From an optimization exercise on the open Yosys and OpenROAD flow, aimed at small area, a short achievable clock period and few clock cycles; shortcuts taken in it are not production practice.
RTL that was checked went through simulation tests only; none was proved equivalent to the original.
Power and IR drop assume default switching activity.

trial 44:
==> flow/design.v (excerpt) <==
module vcore (
    input  wire        clk,
    input  wire        rst,
    input  wire        mode_no_site_id,
    input  wire        mode_spad_mon,
    input  wire        mode_bs_relaxed,
    input  wire        cfg_valid,
    input  wire [11:0] cfg_def,
    output reg  [2:0]  cfg_err,
    output reg  [2:0]  nmod,
    output reg  [7:0]  frame_words,
    input  wire        in_valid,
    output wire        in_ready,
    input  wire [31:0] in_data,
    output reg         res_valid,
    output reg  [1:0]  res_mod,
    output reg         res_ok,
    output reg         res_es,
    output reg  [5:0]  res_ec,
    output reg  [6:0]  res_spad_chg,
    output reg         res_bs_ran,
    output reg         res_bs_disc,
    output reg  [1:0]  res_aux_chg,
    output reg  [31:0] res_seq
);
    localparam NMOD   = 4;
    localparam MAGIC  = 32'hE5E5E5E5;
    localparam MAGIC1 = 32'hE5E5E5E6;    
    localparam NSP    = 28;              
    integer k;
    reg nsi_q, bsr_q;
    always @(posedge clk) begin
        nsi_q <= mode_no_site_id;
        bsr_q <= mode_bs_relaxed;
    end
    wire [2:0] cd_site = cfg_def[2:0];
    wire       ca0 = ~cfg_def[3] & ~cfg_def[4];
    wire       ca1 =  cfg_def[3] ^  cfg_def[4];
    wire       ca2 =  cfg_def[3] &  cfg_def[4];
    wire       cb0 = ~cfg_def[5] & ~cfg_def[6];
    wire       cb1 =  cfg_def[5] ^  cfg_def[6];
    wire       cb2 =  cfg_def[5] &  cfg_def[6];
    wire [2:0] cd_n;
    assign cd_n[0] = ca1 ^ cb1;
    assign cd_n[1] = (ca2 & cb0) | (ca1 & cb1) | (ca0 & cb2) | (ca2 & cb1) | (ca1 & cb2);
    assign cd_n[2] = ca2 & cb2;
    wire [2:0] cu  = cfg_def[7:5];
    wire       ct0 = (cu == 3'b000);
  ...
For scale: roughly 120 I/O pins, ~64,000 um^2 of cells after synthesis.
export LEC_CHECK = 0
export CAP_MARGIN = 20
export CORE_MARGIN = 2
export CORE_UTILIZATION = 60
export CTS_CLUSTER_DIAMETER = 80
export CTS_CLUSTER_SIZE = 30
export SLEW_MARGIN = 20
export TNS_END_PERCENT = 10
create_clock -name core_clock -period 10.0 [get_ports {clk}]
standard.sh (not shown) runs the stock make flow with config.mk's settings and CLKGATE_MAP_FILE= SYNTH_SCRIPT=/design/flow/synth_recipe.tcl, a recipe that flattens the netlist after the stock synthesis.
==> flow/flow/run.sh <==
#!/bin/bash
set -euo pipefail
bash standard.sh SETUP_SLACK_MARGIN=7.0 'BUFFER_PORTS_ARGS=-buffer_cell sky130_fd_sc_hd__buf_2' finish > standard.log 2>&1
Trial 44 did not stop at any stage, and its layout met the timing, DRC and antenna checks.
Testbench counts of trial 44, summed over its fixed seeds: cycles 58,256.
Setup changes, trial 44 to trial 94
- TNS_END_PERCENT: 10 -> unset
==> flow/flow/run.sh <==
#!/bin/bash
set -euo pipefail
bash standard.sh SETUP_SLACK_MARGIN=6.8 'BUFFER_PORTS_ARGS=-buffer_cell sky130_fd_sc_hd__buf_2' finish > standard.log 2>&1
==> summary.txt <==
Side by side, met1 usage in global routing turned out lower in trial 94 than in trial 44. Every run in the comparison, trial 44 and trial 94, completed the flow with a clean layout. Trial 94 vs trial 44, via count went down by 156. On footprint of the flip-flops and latches, trial 44 and trial 94 are basically level. From trial 44 to trial 94 the numbers moved as follows: non-clock buffer count in the final layout went up 37; pin slew with the least headroom to its limit went down 7.1 ps; aggregate routed wire length went up about 0.7%.

== v48 ==
vcore, a different RTL version from the one above (not shown whole).
For scale: about 3500 cells after synthesis, about 1800 flip-flops, roughly 0.063 mm² of cells after synthesis.
clock: 10.0 ns
lec_check: 0
cap_margin: 20
core_margin: 2
core_utilization: 55
cts_cluster_diameter: 80
cts_cluster_size: 30
slew_margin: 20
tns_end_percent: 10
==> flow/flow/run.sh <==
#!/bin/bash
set -euo pipefail
bash standard.sh SETUP_SLACK_MARGIN=7.0 'BUFFER_PORTS_ARGS=-buffer_cell sky130_fd_sc_hd__buf_2' finish > standard.log 2>&1
v48 finished every step from synthesis to the final layout, and the layout passed the timing, DRC and antenna checks.
Relative to v48, the following input files were edited for v11:
Settings: TNS_END_PERCENT: 10 -> unset; CTS_BUF_LIST: unset -> sky130_fd_sc_hd__clkbuf_8; CTS_CLUSTER_DIAMETER: 80 -> 50; CTS_CLUSTER_SIZE: 30 -> 18; CORE_UTILIZATION: 55 -> 60.
Findings:
The clock power number comes out higher for v11 vs v48.
For the post-route standard cell area excluding fillers, v11 came in 0.0025 mm² higher than v48 did.
Post-synthesis to final-layout area growth: v11 vs v48 up 4.0 points
Compared with v48, in v11 total count of max-transition violations in the final report stayed essentially flat, utilization rose 7.8 points.
Changes in v52 relative to v11:
Settings: swapping 18 for 30 in CTS_CLUSTER_SIZE; clearing CTS_BUF_LIST, which used to be sky130_fd_sc_hd__clkbuf_8; putting TNS_END_PERCENT at 10 where nothing was set; swapping 50 for 80 in CTS_CLUSTER_DIAMETER.
Looking at the reports, v52 completed the entire flow and the layout it produced met the timing, DRC and antenna checks. Count of fill cells added during filler insertion in v52 is 3.7% higher than in v11. In v52 the power consumed by combinational cells turned out about 13% lower than in v11. Relative to v11, non-filler instance count after layout has gone down in v52. STATUS first-iteration DRC count: v52 loses against v11. v52 vs v11, critical path class: in2reg vs reg2out. Die area: v11 vs v52 identical. [compare] base=v11 new=v52: final worst slack went up by 0.14 ns, total power lower, weighted congestion at the end of routability-driven global placement saw little to no change. Run comparison: v11 origin of the worst setup path frame_words[3]$_SDFFE_PP0P_; v52 origin of the worst setup path cfg_def[3].
For v32, these inputs were changed with respect to v52:
Settings: TNS_END_PERCENT: 10 -> unset.
## What came out
The number of signal-net buffers in the layout in v32 was higher than what v52 gave.
Sort v32 and v52 by total power asc -> top: v52
In v32 relative to v52, post-CTS setup-driven buffer insertion count had gone up by more than half.
Of the two values seen for first element of the critical path, frame_words[3]$_SDFFE_PP0P_ was produced by v32 and cfg_def[3] by v52.
There was hardly any difference in sequential power between v32 and v52.
Static leakage on v32 is behind v52.
~same number of placed instances, taps included in v32 and v52
Number of antenna violations at the first check in global routing in v32 vs v52: up 2
On v32: critical path data arrival time is 2.55 ns lower than what v52 gave.
Re multiplexer share of the synthesized area: no difference whatsoever between v52 and v32.
No run of this note included a check of the RTL's function; only the layout flow was run.

-- what the ideal ports hide --
The flow's constraints put no driver on any port. The routed layouts listed below were extracted and timed again, unchanged, in two steps.
Step 1, drivers: a clkbuf_16 drives clk and a buf_2 each remaining input, both assumed.
Step 2 also shifts input and output timing later by t, the mid clock arrival at the registers, as if the neighbouring blocks saw the same clock.
a / b / c = no drivers / after step 1 / after step 2; a / b = the first two.
run	shift t [ns]	setup WS [ns]	worst setup path at the end
trial 44	0.757	6.759 / 6.742 / 6.038	input to register
trial 94	0.743	6.806 / 6.753 / 6.125	input to register
v48	0.738	6.749 / 6.742 / 6.019	input to register
v11	0.891	6.660 / 6.594 / 6.022	input to register
v52	0.740	6.800 / 6.729 / 6.074	input to register
v32	0.728	6.808 / 6.737 / 6.126	input to register
After both steps setup and hold are still met in every run listed. For v48, which loses most, drivers alone change the setup slack by -0.007 ns; drivers and shift together by -0.730 ns.
